Source: an optimization exercise on an open RTL-to-GDS flow (aim: small area, a short achievable clock period and few clock cycles). Production flows keep margins and buffers that such runs may drop.
The RTL was checked by simulation tests, not by an equivalence proof against the original design.
No activity file was given, so power comes from the tool's default toggle rates.

==> flow/design.v <==
module bp_unpack (
    input  wire         clk,
    input  wire         rst,
    input  wire         blk_valid,
    output wire         blk_ready,
    input  wire [5:0]   blk_width,
    input  wire         blk_first,
    input  wire         in_valid,
    output wire         in_ready,
    input  wire [127:0] in_data,
    output reg          out_valid,
    input  wire         out_ready,
    output reg  [127:0] out_data
);
    reg        pv;         
    reg [5:0]  pw;
    reg        pf;
    reg        busy;       
    reg [5:0]  width;      
    reg        wz;         
    reg [4:0]  grp;        
    reg [4:0]  s;          
    reg [5:0]  e;          
    reg        strad;      
    reg        cons;       
    reg        zf;         
    reg        rv;         
    reg        irx, iry;   
    reg [127:0] R;         
    reg         dv;        
    reg         dz;        
    reg [127:0] D;         
    wire adv  = !out_valid || out_ready;
    wire step = busy && adv && (wz || (rv && (!strad || in_valid)));
    wire last = step && (grp == 5'd31);
    wire take = pv && (!busy || last);
    assign blk_ready = !pv;
    assign in_ready  = iry || (irx && out_ready);
    wire rv_n   = (in_valid && in_ready) || (rv && !(step && cons));
    wire busy_n = take || (busy && !last);
    wire cons_n = take ? (pw == 6'd32) : (step ? e_nx[5] : cons);
    wire ov_n   = adv ? dv : out_valid;
    wire [5:0] e_nx = {1'b0, e[4:0]} + width;
    wire [31:0] mask;
    genvar k;
    generate
        for (k = 0; k < 32; k = k + 1) begin : mk
            assign mask[k] = (width > k);
        end
    endgenerate
    wire [127:0] fld;
    wire [127:0] value;
    genvar j;
    generate
        for (j = 0; j < 4; j = j + 1) begin : lane
            wire [62:0] win = {in_data[32*j +: 31], R[32*j +: 32]};
            reg  [38:0] l1;
            reg  [32:0] l2;
            reg  [31:0] l3;
            integer i;
            always @* begin
                for (i = 0; i < 39; i = i + 1)
                    case (s[4:3])
                        2'd0: l1[i] = win[i];
                        2'd1: l1[i] = win[i + 8];
                        2'd2: l1[i] = win[i + 16];
                        default: l1[i] = win[i + 24];
                    endcase
                for (i = 0; i < 33; i = i + 1)
                    case (s[2:1])
                        2'd0: l2[i] = l1[i];
                        2'd1: l2[i] = l1[i + 2];
                        2'd2: l2[i] = l1[i + 4];
                        default: l2[i] = l1[i + 6];
                    endcase
                for (i = 0; i < 32; i = i + 1)
                    l3[i] = s[0] ? l2[i + 1] : l2[i];
            end
            assign fld[32*j +: 32] = l3 & mask;
            wire [31:0] off = out_data[32*j +: 32];
            assign value[32*j +: 32] = dz ? D[32*j +: 32] : D[32*j +: 32] + off;
        end
    endgenerate
    always @(posedge clk) begin
        if (in_valid && in_ready)
            R <= in_data;
    end
    always @(posedge clk) begin
        if (rst) begin
            busy      <= 1'b0;
            width     <= 6'd0;
            wz        <= 1'b1;
            grp       <= 5'd0;
            s         <= 5'd0;
            e         <= 6'd0;
            strad     <= 1'b0;
            cons      <= 1'b0;
            zf        <= 1'b0;
            rv        <= 1'b0;
            irx       <= 1'b0;
            iry       <= 1'b1;
            pv        <= 1'b0;
            dv        <= 1'b0;
            out_valid <= 1'b0;
        end else begin
            rv  <= rv_n;
            irx <= busy_n && cons_n;
            iry <= !rv_n || (busy_n && cons_n && !ov_n);
            if (blk_valid && blk_ready) begin
                pv <= 1'b1;
                pw <= blk_width;
                pf <= blk_first;
            end else if (take) begin
                pv <= 1'b0;
            end
            if (take) begin
                busy  <= 1'b1;
                width <= pw;
                wz    <= (pw == 6'd0);
                grp   <= 5'd0;
                s     <= 5'd0;
                e     <= pw;
                strad <= 1'b0;
                cons  <= (pw == 6'd32);
                zf    <= pf;
            end else if (step) begin
                grp   <= grp + 5'd1;
                s     <= e[4:0];
                e     <= e_nx;
                strad <= e_nx[5] && (e_nx[4:0] != 5'd0);
                cons  <= e_nx[5];
                zf    <= 1'b0;
                if (last)
                    busy <= 1'b0;
            end
            if (adv) begin
                dv        <= step;
                out_valid <= dv;
            end
        end
    end
    always @(posedge clk) begin
        if (adv) begin
            D  <= fld;
            dz <= zf;
        end
        if (adv && dv)
            out_data <= value;
    end
endmodule
==> flow/flow/run.sh <==
#!/bin/bash
# Standard layout, with the port buffers made as buf_1 cells instead of the
# delay-buffer cell buffer_ports picks by default.
export BUFFER_PORTS_ARGS="-buffer_cell sky130_fd_sc_hd__buf_1"
bash standard.sh > standard.log 2>&1
==> flow/standard.sh <==
#!/bin/bash
# synth_recipe.tcl (not shown) runs the flow's synth.tcl, then flattens the netlist and writes it again
# the make line also repeats each setting of config.mk as NAME=value (left out here)
make -C /OpenROAD-flow-scripts/flow DESIGN_CONFIG=/design/flow/config.mk WORK_HOME=/design/flow/orfs CLKGATE_MAP_FILE= SYNTH_SCRIPT=/design/flow/synth_recipe.tcl "${@:-finish}"
==> flow/config.mk <==
export PLATFORM = sky130hd
export DESIGN_NAME = bp_unpack
export DESIGN_NICKNAME = bp_unpack
export VERILOG_FILES = /design/flow/design.v
export SDC_FILE = /design/flow/constraint.sdc
export NUM_CORES = 4
export LEC_CHECK = 0
export CAP_MARGIN = 20
export CORE_MARGIN = 2
export CORE_UTILIZATION = 55
export CTS_BUF_LIST = sky130_fd_sc_hd__clkbuf_8
export SETUP_SLACK_MARGIN = 4.1
export SLEW_MARGIN = 20
==> flow/constraint.sdc <==
create_clock -name core_clock -period 7.0 [get_ports {clk}]
set_input_delay 1.4000 -clock core_clock [delete_from_list [all_inputs] [get_ports {clk}]]
set_output_delay 1.4000 -clock core_clock [all_outputs]
set_load 0.01 [all_outputs]
==> results of run 1 <==
==> cells by family (layout without fill, tap and decap cells) <==
| kind of cell | count (synthesis) | count (layout) | synth area share (%) |
|---|---|---|---|
| compound gates | 629 | 629 | 12.9 |
| xor+xnor | 104 | 104 | 3.04 |
| fa+ha+maj | 136 | 136 | 5.81 |
| buf+inv | 204 | 559 | 2.70 |
| flops | 424 | 424 | 41.5 |
| mux | 500 | 500 | 20.7 |
| other cells | 0 | 1 | 0 |
| simple gates | 953 | 954 | 13.4 |
==> power by group through the flow <==
stage	clock (uW)	sequential, uW	combinational [uW]
floorplan	0	3160	1100
global placement	0	3210	1490
detailed placement	0	3220	1520
CTS	2520	3170	1630
global route	2630	3200	1950
finish	2470	3190	1800
==> area by class of cell <==
class                   count  share of cell area, %
multi-input cells        2323                   51.0
flip-flops and latches    424                   35.6
repair buffers            369                   5.84
clock buffers              82                   3.23
well taps                 696                   2.49
clock inverters            67                   1.33
inverters                  40                  0.459
repair inverters            1                 0.0215
diodes                      1                0.00716
==> per-stage QoR <==
| stage | area [um2] | utilization (%) | hold WS [ns] | total power [uW] | instances |
|---|---|---|---|---|---|
| finish | 34900 | 64.9 | 0.471 | 7460 | 4003 |
| global route | 34900 | 64.9 | 0.484 | 7770 | 4002 |
| CTS | 33900 | 63.0 | 0.444 | 7320 | 3969 |
| detailed placement | 31400 | 58.3 | 0.430 | 4740 | 3769 |
| global placement | 31400 | 58.3 | 0.431 | 4700 | 3769 |
| floorplan | 30000 | - | 0.408 | 4260 | 2950 |
==> worst max-delay path, delay by kind of cell <==
family | cells | cell delay, ns
AOI/OAI and AO/OA | 1 | 0.16
buffers and inverters | 2 | 0.24
==> cell usage in the layout (no fill, tap or decap), drive strengths merged, types with 17 or more instances in the layout <==
master / synthesis / routed
a21o: 83 / 83
a21oi: 180 / 180
a31oi: 28 / 28
buf: 70 / 364
clkbuf: 94 / 85
clkinv: 0 / 32
dfxtp: 32 / 32
edfxtp: 392 / 392
ha: 131 / 131
inv: 40 / 63
mux2: 152 / 152
mux2i: 268 / 268
mux4: 80 / 80
nand2: 517 / 517
nand3: 36 / 36
nor2: 262 / 263
nor2b: 21 / 21
o21a: 17 / 17
o21ai: 198 / 198
o21bai: 23 / 23
xnor2: 59 / 59
xor2: 45 / 45
==> sequential cells by signal, summed over array words and instances (netlist names), 5 cells and up <==
register,flops
out_data,128
R,128
width,6
pw,6
grp,5
s,5
e,5
D,128
==> what timing repair did <==
item | in CTS | in global routing
hold buffers | 0 | 0
pin swaps | 43 | 85
endpoints found under the setup margin | 256 | 135
setup buffers | 48 | 30
gates cloned | 3 | 3
gates resized for setup | 92 | 147
==> path summary, 6_finish.rpt <==
kind                            startpoint      endpoint  cells past startpoint
worst min-delay path                    zf            dz                      0
worst max-delay path             out_ready      in_ready                      3
worst max register to register        D[0]  out_data[20]                     11
worst min register to register          zf            dz                      0
==> metal layers <==
layer / part of all wire, % / track usage, %
met1: 47 / 48.8
met5: 0.028 / 0
met3: 8.7 / 4.60
met2: 41 / 42.6
met4: 2.9 / 9.62
==> tab_implementation.tex, run 1 <==
\begin{tabular}{lr}
\hline
Metric & Value \\
\hline
\multicolumn{2}{l}{\textbf{Clock network}} \\
Maximum level of the CTS H-tree & 3 \\
Clock tree from TritonCTS & yes \\
Sinks on the clock net & 424 \\
Number of buffers between clock root and the deepest sink & 3 \\
Reg clk slew, reported paths & 0.06 ns \\
Number of CTS-inserted buffers & 80 \\
Clock insertion delay at the later pin of the skew report & 0.67 ns \\
Root Buffer & sky130\_fd\_sc\_hd\_\_clkbuf\_8 \\
\multicolumn{2}{l}{\textbf{Pwr}} \\
Switching portion of total power & 31.6\% \\
Part of the total power dissipated in sequential elements & between 40\% and 50\% \\
Power dissipated by switching net loads & 2350 uW \\
Portion of total power attributed to the clock network & 33.2\% \\
Pwr dens & roughly 210 nW/um2 \\
Internal power of the cells & 5100 uW \\
LEAKAGE & 0.0129 uW \\
Part of the power in combinational logic & between 20\% and 30\% \\
Worst IR Drop VDD & 0.168 mV \\
\multicolumn{2}{l}{\textbf{Run status}} \\
Status & finished clean \\
\multicolumn{2}{l}{\textbf{Worst setup path}} \\
Crit path capture type & primary output \\
Kind of start point of the critical path & primary input \\
CP max stage delay & 0.16 ns \\
Worst reg-to-reg setup slack & 3.92 ns \\
Startpoint-to-endpoint class of the critical path & in2out \\
Ordered cell list for the critical path & buf\_8, a21o\_1, buf\_2 \\
Critical Path RT & 5.60 ns \\
Arrival time at the worst endpoint & 1.80 ns \\
Max Fanout on Critical Path & 2 \\
Crit path max-delay cell type & sky130\_fd\_sc\_hd\_\_a21o\_1 \\
\multicolumn{2}{l}{\textbf{Timing}} \\
Final clock period utilization by the worst path & 45.8\% \\
Final worst path period need & 3.20 ns \\
Setup violations, final & 0 \\
Final-report max-slew violation count & 0 \\
Final setup skew & 0.0270 ns \\
Worst-margin pin slew & between 1 and 1.5 ns \\
Rel. slew slack & 22.3\% \\
Number of hold-slack violations in the final timing report & 0 \\
Unrepaired setup endpoints after global routing & true \\
Post-route setup TNS & 0 ns \\
Max Clk Rate & 312 MHz \\
Setup ws final & 3.80 ns \\
\multicolumn{2}{l}{\textbf{Placed design}} \\
Pre-CTS setup slack & 2.78 ns \\
Routability congestion estimate & 0.993 \\
HPWL after detailed placement & 63900 um \\
Count of port buffers added during placement & between 200 and 300 \\
\multicolumn{2}{l}{\textbf{Floorplan}} \\
Die height & 237 um \\
Number of top-level pins & 271 \\
Starting density of the core & between 50\% and 60\% \\
Area of the die & 56300 um2 \\
Site row count & between 80 and 90 \\
Die W & 237 um \\
Total core area & around 54000 um2 \\
\multicolumn{2}{l}{\textbf{Synth}} \\
Sequential fraction of the synthesis area & just over 40\% \\
Post-synth EDFFs & around 390 \\
Syn Nets & 3226 \\
Number of different library cells in the post-synthesis netlist & 78 \\
Largest area contributor in the synthesized netlist & sky130\_fd\_sc\_hd\_\_edfxtp\_1 \\
Share of synthesized registers carrying an async set or reset & 0\% \\
Syn Inst Count & 2950 \\
Prevailing post-synth register cell & sky130\_fd\_sc\_hd\_\_edfxtp\_1 \\
Area of the mapped netlist & 29900 um2 \\
Fraction of synthesized cell area taken by the top area cell type & 39.3\% \\
Flip-flop and latch count after synthesis & 424 \\
Top post-synthesis cells by area & sky130\_fd\_sc\_hd\_\_edfxtp\_1 39\%, sky130\_fd\_sc\_hd\_\_mux2i\_1 9.0\%, sky130\_fd\_sc\_hd\_\_nand2\_1 6.5\%, sky130\_fd\_sc\_hd\_\_mux4\_2 6.0\%, sky130\_fd\_sc\_hd\_\_mux2\_2 5.7\% \\
Top-count cell post-synth & sky130\_fd\_sc\_hd\_\_nand2\_1 \\
Most frequent cells after synthesis & 517 x sky130\_fd\_sc\_hd\_\_nand2\_1, 392 x sky130\_fd\_sc\_hd\_\_edfxtp\_1, 268 x sky130\_fd\_sc\_hd\_\_mux2i\_1 \\
Mean area per synthesized cell & 10.1 um2 \\
Count of yosys warnings during synthesis & 1 \\
\multicolumn{2}{l}{\textbf{Global route}} \\
Overflow after GRT & 0 \\
Number of antenna violations at the first check in global routing & 3 \\
Total global-route track usage & roughly 31\% \\
First-pass GRT wire length & around 130000 um \\
Number of global-route vias before repair & 22800 \\
Maximum number of pins on one net before global-route repair & 244 \\
\multicolumn{2}{l}{\textbf{Route}} \\
Drt first pass iters & 8 \\
Post-DR wirelength/cell & approximately 23 um \\
Final antenna-violating net count & 0 \\
Drt drc & 0 \\
Via Count & 24900 \\
Initial drt markers & $\sim$2500 \\
Drt via density & 6.21 \\
Total wirelength of the detailed-routed design & 90400 um \\
\multicolumn{2}{l}{\textbf{Cells and area}} \\
Final \#Nets & 3515 \\
Share of cells above drive strength 1 & 18.6\% \\
FF/Latch Area & 12400 um2 \\
Multi-input logic area & 17800 um2 \\
Post-synthesis to final-layout area growth & 16.7\% \\
Fillers & roughly 4400 \\
\multicolumn{2}{l}{\textbf{Run}} \\
MaxCap Viol Count & 0 \\
\multicolumn{2}{l}{\textbf{Min path}} \\
Type of the worst min-delay path & reg2reg \\
\hline
\end{tabular}
Testbench counts, summed over its fixed seeds: cycles 16,416.
==> run 2: changes to the inputs <==
--- a/flow/config.mk
+++ b/flow/config.mk
@@ -9,5 +9,5 @@
 export CORE_MARGIN = 2
 export CORE_UTILIZATION = 55
 export CTS_BUF_LIST = sky130_fd_sc_hd__clkbuf_8
-export SETUP_SLACK_MARGIN = 4.1
+export SETUP_SLACK_MARGIN = 3.9
 export SLEW_MARGIN = 20
==> run 2 against run 1 <==
Compared with the run above:
- power is 4.1% lower
- maximum frequency is 0.34% higher
- critical path type unchanged
- critical path depth stayed put
- area after synthesis stayed put
- register-to-register slack worse by 0.02 ns
- clock-buffer cell count is 1 lower
- non-clock buffer count is 67 lower
- global-route usage is 0.50 points lower
- wire length is 3.7% lower
- combinational power is 11% lower
- highest routed layer unchanged
==> tab_implementation.tex, run 2 <==
\begin{tabular}{lr}
\hline
Metric & Value \\
\hline
\multicolumn{2}{l}{\textbf{Run status}} \\
Status & finished clean \\
\multicolumn{2}{l}{\textbf{Cells and area}} \\
Share of cells above drive strength 1 & 14.2\% \\
End-of-flow core utilization & 62.1\% \\
Post-synthesis to final-layout area growth & 11.6\% \\
Final \#Nets & approximately 3400 \\
Leading cell type in the layout, fill and taps excluded & sky130\_fd\_sc\_hd\_\_nand2\_1 \\
Registers with the most flip-flops & D x128, R x128, out\_data x128 \\
Most frequent cells in the layout & 516 x sky130\_fd\_sc\_hd\_\_nand2\_1, 392 x sky130\_fd\_sc\_hd\_\_edfxtp\_1, 268 x sky130\_fd\_sc\_hd\_\_mux2i\_1, 268 x sky130\_fd\_sc\_hd\_\_buf\_1, 261 x sky130\_fd\_sc\_hd\_\_nor2\_1 \\
\multicolumn{2}{l}{\textbf{Synth}} \\
Prevailing post-synth register cell & sky130\_fd\_sc\_hd\_\_edfxtp\_1 \\
Flip-flop and latch count after synthesis & 424 \\
Adder and majority cell fraction of the synthesized area & under 10\% \\
Share of synthesized registers carrying an async set or reset & 0\% \\
Syn Inst Count & 2950 \\
Share of synthesized cell area in and, or, nand and nor gates & 13.4\% \\
Fraction of synthesized area in multiplexers & approximately 21\% \\
Number of different library cells in the post-synthesis netlist & between 70 and 80 \\
Synth Area in Compound Gates & 12.9\% \\
Area of the mapped netlist & 29900 um2 \\
Top post-synthesis cells by area & sky130\_fd\_sc\_hd\_\_edfxtp\_1 39\%, sky130\_fd\_sc\_hd\_\_mux2i\_1 9.0\%, sky130\_fd\_sc\_hd\_\_nand2\_1 6.5\%, sky130\_fd\_sc\_hd\_\_mux4\_2 6.0\%, sky130\_fd\_sc\_hd\_\_mux2\_2 5.7\% \\
XOR/XNOR Fraction of Synth Area & 3.04\% \\
Sequential fraction of the synthesis area & 41.5\% \\
Dominant combinational cell family by area after synthesis & multiplexers \\
Syn Nets & 3226 \\
Largest area contributor in the synthesized netlist & sky130\_fd\_sc\_hd\_\_edfxtp\_1 \\
Count of yosys warnings during synthesis & 1 \\
Fraction of synthesized cell area taken by the top area cell type & 39.3\% \\
Post-synth EDFFs & between 300 and 400 \\
Most frequent cells after synthesis & 517 x sky130\_fd\_sc\_hd\_\_nand2\_1, 392 x sky130\_fd\_sc\_hd\_\_edfxtp\_1, 268 x sky130\_fd\_sc\_hd\_\_mux2i\_1 \\
Mean area per synthesized cell & 10.1 um2 \\
Top-count cell post-synth & sky130\_fd\_sc\_hd\_\_nand2\_1 \\
\multicolumn{2}{l}{\textbf{Placed design}} \\
Routability congestion estimate & between 0.9 and 1 \\
Count of port buffers added during placement & 270 \\
HPWL after detailed placement & between 60000 and 70000 um \\
\multicolumn{2}{l}{\textbf{Timing}} \\
Rel. slew slack & 28.5\% \\
Unrepaired setup endpoints after global routing & true \\
Worst-margin pin slew & 1.07 ns \\
Max Clk Rate & 313 MHz \\
Number of hold-slack violations in the final timing report & 0 \\
Final worst path period need & 3.19 ns \\
Final-report max-slew violation count & 0 \\
Post-route setup TNS & 0 ns \\
Final clock period utilization by the worst path & about 46\% \\
Final setup skew & 0.0328 ns \\
Setup violations, final & 0 \\
\multicolumn{2}{l}{\textbf{Global route}} \\
Number of antenna violations at the first check in global routing & 3 \\
First-pass GRT wire length & 131000 um \\
Total global-route track usage & 30.2\% \\
Maximum number of pins on one net before global-route repair & 185 \\
Overflow after GRT & 0 \\
Number of global-route vias before repair & 22300 \\
\multicolumn{2}{l}{\textbf{Clock network}} \\
Clock insertion delay at the later pin of the skew report & 0.69 ns \\
Number of CTS-inserted buffers & 80 \\
Reg clk slew, reported paths & about 0.06 ns \\
Clock tree from TritonCTS & yes \\
Maximum level of the CTS H-tree & 3 \\
Root Buffer & sky130\_fd\_sc\_hd\_\_clkbuf\_8 \\
Number of buffers inserted by hold repair at cts & 0 \\
Sinks on the clock net & between 400 and 500 \\
Number of buffers between clock root and the deepest sink & 3 \\
\multicolumn{2}{l}{\textbf{Floorplan}} \\
Number of top-level pins & between 200 and 300 \\
Die height & 237 um \\
Starting density of the core & 55.6\% \\
Total core area & roughly 54000 um2 \\
Site row count & 85 \\
Area of the die & 56300 um2 \\
Die W & 237 um \\
\multicolumn{2}{l}{\textbf{Worst setup path}} \\
Startpoint of the worst-slack reg-to-reg timing path & D[43] \\
Max Fanout on Critical Path & 2 \\
Worst reg-to-reg setup slack & 3.90 ns \\
Crit path max-delay cell type & sky130\_fd\_sc\_hd\_\_a21o\_1 \\
Startpoint-to-endpoint class of the critical path & in2out \\
Arrival time at the worst endpoint & 1.79 ns \\
Critical Path RT & $\sim$5.6 ns \\
CP max stage delay & 0.17 ns \\
Kind of start point of the critical path & primary input \\
Ordered cell list for the critical path & buf\_8, a21o\_1, buf\_6 \\
Buffers plus inverters on the worst setup path & 2 \\
Depth of the most critical reg-to-reg path & 11 \\
Crit path capture type & primary output \\
R2r endpoint & out\_data[59] \\
Largest delay contributor family on the critical path & buffers and inverters \\
\multicolumn{2}{l}{\textbf{Run}} \\
MaxCap Viol Count & 0 \\
\multicolumn{2}{l}{\textbf{Route}} \\
Drt via density & 6.08 \\
Total wirelength of the detailed-routed design & 87000 um \\
Drt drc & 0 \\
Post-DR wirelength/cell & 22.1 um \\
Final antenna-violating net count & 0 \\
Initial drt markers & approximately 2500 \\
Via Count & $\sim$24000 \\
Drt first pass iters & 5 \\
\multicolumn{2}{l}{\textbf{Pwr}} \\
Worst IR Drop VDD & $\sim$0.15 mV \\
Pwr dens & about 210 nW/um2 \\
LEAKAGE & 0.0125 uW \\
\multicolumn{2}{l}{\textbf{Min path}} \\
Hold path cells & 0 \\
Startpoint of the worst hold path & zf \\
Type of the worst min-delay path & reg2reg \\
Sink of the worst hold path & dz \\
\hline
\end{tabular}
run 2: cell counts after synthesis:
Identical to the previous run, type by type.
run 2: worst max path at each step:
| stage | startpoint | to | slack [ns] | depth (start not counted) |
|---|---|---|---|---|
| 2_1_floorplan | out_ready | out_data[0] | 1.95 | 3 |
| 3_3_place_gp | out_ready | iry | 2.90 | 9 |
| 3_5_place_dp | out_ready | iry | 2.77 | 9 |
| 4_1_cts | out_ready | in_ready | 3.78 | 3 |
| 5_1_grt | D[43] | out_data[63] | 3.79 | 11 |
| 6_report | out_ready | in_ready | 3.81 | 3 |
run 2: area by class of cell:
cell class                 instances  area, um2
tap                              696        871
timing repair buffer             302       1400
sequential                       424      12400
multi-input combinational       2322      17000
inverter                          40        159
clock inverter                    64        414
fill                            4553      20400
clock buffer                      81       1110
timing repair inverter             1       7.51
antenna                            1       2.50
run 2: per-stage QoR:
stage          cells  power (uW)  setup WS [ns]  area, um2  hold slack, ns
4_1_cts         3918        7130           3.78      33100           0.454
6_report        3931        7150           3.81      33400           0.460
2_1_floorplan   2950        4260           1.95      30000           0.408
3_5_place_dp    3766        4720           2.77      31400           0.442
5_1_grt         3931        7480           3.79      33400           0.471
3_3_place_gp    3766        4690           2.90      31400           0.452
run 2: logic make-up after synthesis:
logic type / count (synthesis)
simple gates: 953
compound gates: 629
mux: 500
flops: 424
buf+inv: 204
fa+ha+maj: 136
xor+xnor: 104
run 2: timing repair:
item                       4_1_cts  5_1_grt
pin swaps                        5       21
setup buffers                    5       10
cloned                           2        2
gates resized for setup         27       49
setup endpoints to repair       90      116
run 2: power breakdown:
group | internal, uW | total (uW) | switching (uW)
logic | 643 | 1600 | 954
clock network | 1240 | 2380 | 1140
registers | 3020 | 3170 | 156
total | 4900 | 7150 | 2250
run 2: metal layers:
layer  GRT usage [%]  wire [um]  vias to the layer above
met5               0         12                        -
met4            10.7       2890                        2
met3            5.10       6850                      152
met2            41.6      35900                      968
met1            47.5      41400                    11400
li1                -          -                    11400
==> run 3: changes to the inputs <==
--- a/flow/design.v
+++ b/flow/design.v
@@ -36,11 +36,11 @@
     wire take = pv && (!busy || last);
     assign blk_ready = !pv;
     assign in_ready  = iry || (irx && out_ready);
+    wire [5:0] e_nx = {1'b0, e[4:0]} + width;
     wire rv_n   = (in_valid && in_ready) || (rv && !(step && cons));
     wire busy_n = take || (busy && !last);
     wire cons_n = take ? (pw == 6'd32) : (step ? e_nx[5] : cons);
     wire ov_n   = adv ? dv : out_valid;
-    wire [5:0] e_nx = {1'b0, e[4:0]} + width;
     wire [31:0] mask;
     genvar k;
     generate
==> run 3 against run 2 <==
Compared with the run above:
- clock skew stayed put
- global-route usage is the same
- maximum frequency unchanged
- critical path type unchanged
- largest cell class unchanged
==> tab_implementation.tex, run 3 <==
\begin{tabular}{lr}
\hline
Metric & Value \\
\hline
\multicolumn{2}{l}{\textbf{Cells and area}} \\
FF/Latch Area & 12400 um2 \\
Leading cell type in the layout, fill and taps excluded & sky130\_fd\_sc\_hd\_\_nand2\_1 \\
Fillers & 4553 \\
Multi-input logic area & about 17000 um2 \\
Post-synthesis to final-layout area growth & 11.6\% \\
Registers with the most flip-flops & D x128, R x128, out\_data x128 \\
Share of cells above drive strength 1 & 14.2\% \\
End-of-flow core utilization & 62.1\% \\
Final design area excluding fillers & between 30000 and 40000 um2 \\
Most frequent cells in the layout & 516 x sky130\_fd\_sc\_hd\_\_nand2\_1, 392 x sky130\_fd\_sc\_hd\_\_edfxtp\_1, 268 x sky130\_fd\_sc\_hd\_\_mux2i\_1, 268 x sky130\_fd\_sc\_hd\_\_buf\_1, 261 x sky130\_fd\_sc\_hd\_\_nor2\_1 \\
Final \#Nets & about 3400 \\
\multicolumn{2}{l}{\textbf{Placed design}} \\
Count of port buffers added during placement & 270 \\
HPWL after detailed placement & 63800 um \\
Routability congestion estimate & $\sim$0.98 \\
Instance area at placement & around 31000 um2 \\
\multicolumn{2}{l}{\textbf{Pwr}} \\
Pwr dens & around 210 nW/um2 \\
Worst IR Drop VDD & 0.147 mV \\
LEAKAGE & approximately 0.012 uW \\
\multicolumn{2}{l}{\textbf{Route}} \\
Drt drc & 0 \\
Drt via density & 6.08 \\
Drt first pass iters & 5 \\
Final antenna-violating net count & 0 \\
Post-DR wirelength/cell & 22.1 um \\
Total wirelength of the detailed-routed design & 87000 um \\
Initial drt markers & between 2000 and 2500 \\
Via Count & 23900 \\
\multicolumn{2}{l}{\textbf{Synth}} \\
Top post-synthesis cells by area & sky130\_fd\_sc\_hd\_\_edfxtp\_1 39\%, sky130\_fd\_sc\_hd\_\_mux2i\_1 9.0\%, sky130\_fd\_sc\_hd\_\_nand2\_1 6.5\%, sky130\_fd\_sc\_hd\_\_mux4\_2 6.0\%, sky130\_fd\_sc\_hd\_\_mux2\_2 5.7\% \\
Syn Nets & 3226 \\
Top-count cell post-synth & sky130\_fd\_sc\_hd\_\_nand2\_1 \\
Largest area contributor in the synthesized netlist & sky130\_fd\_sc\_hd\_\_edfxtp\_1 \\
Syn Inst Count & 2950 \\
Fraction of synthesized cell area taken by the top area cell type & 39.3\% \\
Flip-flop and latch count after synthesis & 424 \\
Most frequent cells after synthesis & 517 x sky130\_fd\_sc\_hd\_\_nand2\_1, 392 x sky130\_fd\_sc\_hd\_\_edfxtp\_1, 268 x sky130\_fd\_sc\_hd\_\_mux2i\_1 \\
Number of different library cells in the post-synthesis netlist & slightly below 80 \\
Post-synth EDFFs & 392 \\
Prevailing post-synth register cell & sky130\_fd\_sc\_hd\_\_edfxtp\_1 \\
Share of synthesized registers carrying an async set or reset & 0\% \\
Mean area per synthesized cell & 10.1 um2 \\
Count of yosys warnings during synthesis & 1 \\
Area of the mapped netlist & 29900 um2 \\
Sequential fraction of the synthesis area & 41.5\% \\
\multicolumn{2}{l}{\textbf{Worst setup path}} \\
Max Fanout on Critical Path & 2 \\
Critical Path RT & between 5 and 6 ns \\
Arrival time at the worst endpoint & 1.79 ns \\
Startpoint-to-endpoint class of the critical path & in2out \\
Kind of start point of the critical path & primary input \\
Depth of the most critical reg-to-reg path & 11 \\
Crit path capture type & primary output \\
\multicolumn{2}{l}{\textbf{Clock network}} \\
Reg clk slew, reported paths & 0.06 ns \\
Sinks on the clock net & 424 \\
Root Buffer & sky130\_fd\_sc\_hd\_\_clkbuf\_8 \\
Maximum level of the CTS H-tree & 3 \\
Number of buffers inserted by hold repair at cts & 0 \\
Clock insertion delay at the later pin of the skew report & 0.69 ns \\
Clock tree from TritonCTS & yes \\
Number of CTS-inserted buffers & 80 \\
Number of buffers between clock root and the deepest sink & 3 \\
\multicolumn{2}{l}{\textbf{Run status}} \\
Status & finished clean \\
\multicolumn{2}{l}{\textbf{Global route}} \\
Number of antenna violations at the first check in global routing & 3 \\
Number of global-route vias before repair & 22300 \\
Overflow after GRT & 0 \\
Total global-route track usage & 30.2\% \\
First-pass GRT wire length & 131000 um \\
Maximum number of pins on one net before global-route repair & roughly 190 \\
\multicolumn{2}{l}{\textbf{Run}} \\
MaxCap Viol Count & 0 \\
\multicolumn{2}{l}{\textbf{Timing}} \\
Final-report max-slew violation count & 0 \\
Final setup skew & $\sim$0.033 ns \\
Rel. slew slack & 28.5\% \\
Setup violations, final & 0 \\
Post-route setup TNS & 0 ns \\
Final clock period utilization by the worst path & 45.6\% \\
Max Clk Rate & approximately 310 MHz \\
Final worst path period need & 3.19 ns \\
Number of hold-slack violations in the final timing report & 0 \\
Worst-margin pin slew & 1.07 ns \\
Unrepaired setup endpoints after global routing & true \\
Tightest hold margin & 0.460 ns \\
\multicolumn{2}{l}{\textbf{Floorplan}} \\
Site row count & 85 \\
Starting density of the core & 55.6\% \\
Total core area & 53800 um2 \\
Die W & 237 um \\
Area of the die & 56300 um2 \\
Number of top-level pins & roughly 270 \\
Die height & between 200 and 250 um \\
\multicolumn{2}{l}{\textbf{Min path}} \\
Hold path cells & 0 \\
Type of the worst min-delay path & reg2reg \\
\hline
\end{tabular}
==> run 3: cell counts after synthesis <==
No cell type changed its count.
==> run 3: metrics by stage <==
step | std cells | setup slack, ns | total power, uW
floorplan | 2950 | 1.95 | 4260
global placement | 3766 | 2.90 | 4690
detailed placement | 3766 | 2.77 | 4720
CTS | 3918 | 3.78 | 7130
global route | 3931 | 3.79 | 7480
finish | 3931 | 3.81 | 7150
==> run 3: cells by family (layout without fill, tap and decap cells) <==
logic type / Yosys count / count (layout) / synth area share, %
AOI/OAI and AO/OA: 629 / 629 / 12.9
xor gates and xnor gates: 104 / 104 / 3.04
adders and majority gates: 136 / 136 / 5.81
buffers and inverters: 204 / 488 / 2.70
DFF: 424 / 424 / 41.5
muxes: 500 / 500 / 20.7
other: 0 / 1 / 0
and+or+nand+nor: 953 / 953 / 13.4
==> run 3: where the power goes <==
part	switching (uW)	internal [uW]	total [uW]
sequential	156	3020	3170
combinational	954	643	1600
clock	1140	1240	2380
==> run 3: cell type report <==
type	instances	share of cell area (%)
diodes	1	0.00749
repair inverters	1	0.0225
clock inverters	64	1.24
well taps	696	2.61
inverters	40	0.476
multi-input cells	2322	50.9
flip-flops and latches	424	37.2
repair buffers	302	4.19
clock buffers	81	3.34
==> run 3: worst paths after layout <==
path / from / to / slack (ns)
setup / recovery: out_ready / in_ready / 3.81
hold / removal: zf / dz / 0.46
setup reg to reg: D[43] / out_data[59] / 3.90
hold reg to reg: zf / dz / 0.46
==> run 3: timing repair <==
action	CTS	global route
setup buffers	5	10
pin swaps	5	21
setup endpoints to repair	90	116
gates resized for setup	27	49
gates cloned	2	2
==> run 3: worst max-delay path, stage by stage <==
cell,delay [ns]
sky130_fd_sc_hd__buf_8,0.10
sky130_fd_sc_hd__a21o_1,0.17
sky130_fd_sc_hd__buf_6,0.12
==> run 3: routing by layer <==
| layer | GRT usage, % | vias to the layer above | wire length, um |
|---|---|---|---|
| li1 | - | 11400 | - |
| met4 | 10.7 | 2 | 2890 |
| met1 | 47.5 | 11400 | 41400 |
| met3 | 5.10 | 152 | 6850 |
| met5 | 0 | - | 12 |
| met2 | 41.6 | 968 | 35900 |
Testbench counts of run 3, summed over its fixed seeds: cycles 16,416.
==> run 4: changes to the inputs <==
--- a/flow/design.v
+++ b/flow/design.v
@@ -36,11 +36,11 @@
     wire take = pv && (!busy || last);
     assign blk_ready = !pv;
     assign in_ready  = iry || (irx && out_ready);
-    wire [5:0] e_nx = {1'b0, e[4:0]} + width;
     wire rv_n   = (in_valid && in_ready) || (rv && !(step && cons));
     wire busy_n = take || (busy && !last);
     wire cons_n = take ? (pw == 6'd32) : (step ? e_nx[5] : cons);
     wire ov_n   = adv ? dv : out_valid;
+    wire [5:0] e_nx = {1'b0, e[4:0]} + width;
     wire [31:0] mask;
     genvar k;
     generate
==> flow/run.sh (new file) <==
#!/bin/bash
# synth_recipe.tcl (not shown) runs the flow's synth.tcl, then flattens the netlist and writes it again
# the make line also repeats each setting of config.mk as NAME=value (left out here)
make -C /OpenROAD-flow-scripts/flow DESIGN_CONFIG=/design/flow/config.mk WORK_HOME=/design/flow/orfs CLKGATE_MAP_FILE= SYNTH_SCRIPT=/design/flow/synth_recipe.tcl finish
--- a/flow/config.mk
+++ b/flow/config.mk
@@ -7,7 +7,6 @@
 export LEC_CHECK = 0
 export CAP_MARGIN = 20
 export CORE_MARGIN = 2
-export CORE_UTILIZATION = 55
-export CTS_BUF_LIST = sky130_fd_sc_hd__clkbuf_8
-export SETUP_SLACK_MARGIN = 3.9
+export CORE_UTILIZATION = 50
+export SETUP_SLACK_MARGIN = 3.6
 export SLEW_MARGIN = 20
removed: flow/flow/run.sh
removed: flow/standard.sh
==> run 4 against run 3 <==
Compared with the run above:
- synthesized cell count stayed put
- clock skew barely moved
- critical path type unchanged
- area after synthesis unchanged
- power is 5.4% higher
- critical path depth unchanged
- largest power group unchanged
- cell area increased by 4.8%
==> tab_implementation.tex, run 4 <==
\begin{tabular}{lr}
\hline
Metric & Value \\
\hline
\multicolumn{2}{l}{\textbf{Cells and area}} \\
Diodes inserted & 0 \\
Most frequent cells in the layout & 516 x sky130\_fd\_sc\_hd\_\_nand2\_1, 392 x sky130\_fd\_sc\_hd\_\_edfxtp\_1, 268 x sky130\_fd\_sc\_hd\_\_mux2i\_1, 268 x sky130\_fd\_sc\_hd\_\_clkdlybuf4s50\_1, 261 x sky130\_fd\_sc\_hd\_\_nor2\_1 \\
Fillers & 4990 \\
Final \#Nets & $\sim$3400 \\
Share of cells above drive strength 1 & 12.1\% \\
End-of-flow core utilization & 59.2\% \\
Leading cell type in the layout, fill and taps excluded & sky130\_fd\_sc\_hd\_\_nand2\_1 \\
Post-synthesis to final-layout area growth & 17.0\% \\
Registers with the most flip-flops & D x128, R x128, out\_data x128 \\
\multicolumn{2}{l}{\textbf{Floorplan}} \\
Number of top-level pins & $\sim$270 \\
Area of the die & between 60000 and 70000 um2 \\
Total core area & 59100 um2 \\
Site row count & 89 \\
Die height & 249 um \\
Die W & 249 um \\
Starting density of the core & roughly half \\
\multicolumn{2}{l}{\textbf{Pwr}} \\
Part of the total power dissipated in sequential elements & a little over two fifths \\
Part of the power in combinational logic & 22.1\% \\
Power dissipated by switching net loads & 2200 uW \\
Switching portion of total power & slightly below 30\% \\
Internal power of the cells & 5340 uW \\
Overall Power & 7540 uW \\
Pwr dens & 215 nW/um2 \\
Portion of total power attributed to the clock network & a little over a third \\
LEAKAGE & 0.0131 uW \\
Worst IR Drop VDD & 0.203 mV \\
\multicolumn{2}{l}{\textbf{Synth}} \\
Largest area contributor in the synthesized netlist & sky130\_fd\_sc\_hd\_\_edfxtp\_1 \\
Top-count cell post-synth & sky130\_fd\_sc\_hd\_\_nand2\_1 \\
Fraction of synthesized cell area taken by the top area cell type & 39.3\% \\
Syn Inst Count & 2950 \\
Post-synth EDFFs & 392 \\
Top post-synthesis cells by area & sky130\_fd\_sc\_hd\_\_edfxtp\_1 39\%, sky130\_fd\_sc\_hd\_\_mux2i\_1 9.0\%, sky130\_fd\_sc\_hd\_\_nand2\_1 6.5\%, sky130\_fd\_sc\_hd\_\_mux4\_2 6.0\%, sky130\_fd\_sc\_hd\_\_mux2\_2 5.7\% \\
Most frequent cells after synthesis & 517 x sky130\_fd\_sc\_hd\_\_nand2\_1, 392 x sky130\_fd\_sc\_hd\_\_edfxtp\_1, 268 x sky130\_fd\_sc\_hd\_\_mux2i\_1 \\
Count of yosys warnings during synthesis & 1 \\
Syn Nets & 3226 \\
Share of synthesized registers carrying an async set or reset & 0\% \\
Area of the mapped netlist & $\sim$30000 um2 \\
Flip-flop and latch count after synthesis & 424 \\
Mean area per synthesized cell & 10.1 um2 \\
Number of different library cells in the post-synthesis netlist & 78 \\
Prevailing post-synth register cell & sky130\_fd\_sc\_hd\_\_edfxtp\_1 \\
Sequential fraction of the synthesis area & 41.5\% \\
\multicolumn{2}{l}{\textbf{Worst setup path}} \\
Startpoint-to-endpoint class of the critical path & in2out \\
Cell count along the critical path & 3 \\
Crit path max-delay cell type & sky130\_fd\_sc\_hd\_\_clkdlybuf4s15\_1 \\
Startpoint of the worst-slack reg-to-reg timing path & D[43] \\
Max Fanout on Critical Path & 2 \\
Crit path capture type & primary output \\
Critical Path RT & 5.60 ns \\
Depth of the most critical reg-to-reg path & 11 \\
CP max stage delay & 0.22 ns \\
Critical Path End & in\_ready \\
Worst setup path startpoint & out\_ready \\
Buffers plus inverters on the worst setup path & 2 \\
Arrival time at the worst endpoint & 1.96 ns \\
Largest delay contributor family on the critical path & buffers and inverters \\
Kind of start point of the critical path & primary input \\
Worst reg-to-reg setup slack & approximately 3.7 ns \\
R2r endpoint & out\_data[63] \\
Ordered cell list for the critical path & clkdlybuf4s15\_1, a21o\_1, buf\_2 \\
\multicolumn{2}{l}{\textbf{Clock network}} \\
Clock tree from TritonCTS & yes \\
Root Buffer & sky130\_fd\_sc\_hd\_\_clkbuf\_16 \\
Number of CTS-inserted buffers & 50 \\
Number of buffers between clock root and the deepest sink & 3 \\
Clock insertion delay at the later pin of the skew report & 0.61 ns \\
Maximum level of the CTS H-tree & 2 \\
Reg clk slew, reported paths & 0.06 ns \\
Sinks on the clock net & $\sim$420 \\
Number of buffers inserted by hold repair at cts & 0 \\
\multicolumn{2}{l}{\textbf{Timing}} \\
Number of hold-slack violations in the final timing report & 0 \\
Final-report max-slew violation count & 0 \\
Setup violations, final & 0 \\
Final clock period utilization by the worst path & 48.0\% \\
Rel. slew slack & 25.3\% \\
Worst-margin pin slew & 1.11 ns \\
Post-route setup TNS & 0 ns \\
Final worst path period need & between 3 and 4 ns \\
Max Clk Rate & 298 MHz \\
Final setup skew & around 0.033 ns \\
Unrepaired setup endpoints after global routing & false \\
\multicolumn{2}{l}{\textbf{Route}} \\
Final antenna-violating net count & 0 \\
Drt drc & 0 \\
Drt via density & 5.98 \\
Total wirelength of the detailed-routed design & 86800 um \\
Via Count & 23600 \\
Post-DR wirelength/cell & 22.0 um \\
Drt first pass iters & 25 \\
Initial drt markers & about 2300 \\
\multicolumn{2}{l}{\textbf{Global route}} \\
Overflow after GRT & 0 \\
Total global-route track usage & between 20 and 30\% \\
First-pass GRT wire length & approximately 130000 um \\
Number of global-route vias before repair & approximately 22000 \\
Number of antenna violations at the first check in global routing & 0 \\
Maximum number of pins on one net before global-route repair & roughly 140 \\
\multicolumn{2}{l}{\textbf{Run}} \\
MaxCap Viol Count & 0 \\
\multicolumn{2}{l}{\textbf{Placed design}} \\
HPWL after detailed placement & between 60000 and 70000 um \\
Routability congestion estimate & between 0.9 and 1 \\
Count of port buffers added during placement & 270 \\
\multicolumn{2}{l}{\textbf{Run status}} \\
Status & finished clean \\
\multicolumn{2}{l}{\textbf{Min path}} \\
Type of the worst min-delay path & reg2reg \\
\hline
\end{tabular}
[run 4: changes by cell type in the layout (fill, tap and decap cells not counted), moves of 7 or more]
cell                              delta
sky130_fd_sc_hd__clkinv_1            -8
sky130_fd_sc_hd__ha_1                +7
sky130_fd_sc_hd__buf_4              -10
sky130_fd_sc_hd__inv_1              -23
sky130_fd_sc_hd__clkbuf_16          +51
sky130_fd_sc_hd__clkbuf_1            +8
sky130_fd_sc_hd__clkbuf_8           -78
sky130_fd_sc_hd__buf_1             -268
sky130_fd_sc_hd__clkdlybuf4s50_1   +268
[run 4: cell families (layout without fill, tap and decap cells)]
logic type	count (synthesis)	count (layout)	synth area share, %
flops	424	424	41.5
xor+xnor	104	104	3.04
mux	500	500	20.7
compound gates	629	629	12.9
fa+ha+maj	136	136	5.81
buf+inv	204	426	2.70
simple gates	953	954	13.4
[run 4: how the worst min path moves through the flow]
stage	startpoint	endpoint	slack, ns	cells past startpoint
after floorplan	zf	dz	0.41	0
after global placement	zf	dz	0.45	0
after detailed placement	zf	dz	0.45	0
after CTS	zf	dz	0.45	0
after global routing	zf	dz	0.47	0
final	zf	dz	0.46	0
[run 4: cell type report]
class / instances / area [um2] / share of cell area [%]
Inverter: 40 / 155 / 0.443
Clock buffer: 65 / 1400 / 4.00
Sequential cell: 424 / 12400 / 35.5
Timing Repair inverter: 1 / 5.00 / 0.0143
Tap cell: 773 / 967 / 2.76
Multi-Input combinational cell: 2323 / 16800 / 48.0
Clock inverter: 29 / 300 / 0.857
Timing Repair Buffer: 291 / 2940 / 8.40
[run 4: layer usage]
| metal | wire length [um] | global-route usage (%) | vias to the layer above |
|---|---|---|---|
| met5 | 0 | 0 | - |
| met1 | 42800 | 44.4 | 11300 |
| met4 | 1870 | 6.81 | 0 |
| met3 | 6630 | 3.93 | 102 |
| met2 | 35500 | 37.8 | 923 |
| li1 | - | - | 11300 |
[run 4: metrics by stage]
| stage | std cells | instance area (um2) | setup WS, ns | hold slack, ns |
|---|---|---|---|---|
| floorplan | 2950 | 30000 | 1.95 | 0.408 |
| global placement | 3844 | 33200 | 2.60 | 0.445 |
| finish | 3946 | 35000 | 3.64 | 0.458 |
| global route | 3946 | 35000 | 3.59 | 0.465 |
| CTS | 3941 | 34900 | 3.58 | 0.455 |
| detailed placement | 3844 | 33200 | 2.50 | 0.452 |
[run 4: repair_timing]
item	in CTS	in global routing
buffers inserted	1	4
setup endpoints to repair	191	89
cloned	2	0
resized for setup	6	18
pin swaps	2	5
hold endpoints to repair	0	0
[run 4: power groups by stage]
stage | Sequential, uW | Clock [uW] | Combinational (uW)
after floorplan | 3160 | 0 | 1100
after global placement | 3210 | 0 | 1600
after detailed placement | 3220 | 0 | 1620
after CTS | 3170 | 2750 | 1630
after global routing | 3190 | 2850 | 1820
final | 3170 | 2710 | 1660
Testbench counts of run 4, summed over its fixed seeds: cycles 16,416.

[what the ideal ports hide]
Ports are ideal in the flow. The routed layouts listed here were re-timed in OpenROAD.
Step 1 assumes that a clkbuf_16 drives the clock port and a buf_2 every other input.
Step 2, shift: input delay + t, output delay - t, t = (earliest + latest rising clock arrival at the registers) / 2. This alone moves slack from input paths to output paths.
Slacks: no drivers / after step 1 / after step 2; pairs: no drivers / after step 1.
run	t (ns)	slack for setup (ns)	worst register clock-pin slew, ns	pins driven straight from the clock port
run 1	0.722	3.797 / 3.750 / 3.543	0.07 / 0.07	1
run 2	0.738	3.807 / 3.766 / 3.284	0.07 / 0.07	1
run 3	0.738	3.807 / 3.766 / 3.284	0.07 / 0.07	1
run 4	0.661	3.642 / 3.613 / 3.281	0.07 / 0.07	1
After both steps every run listed still meets setup and hold.
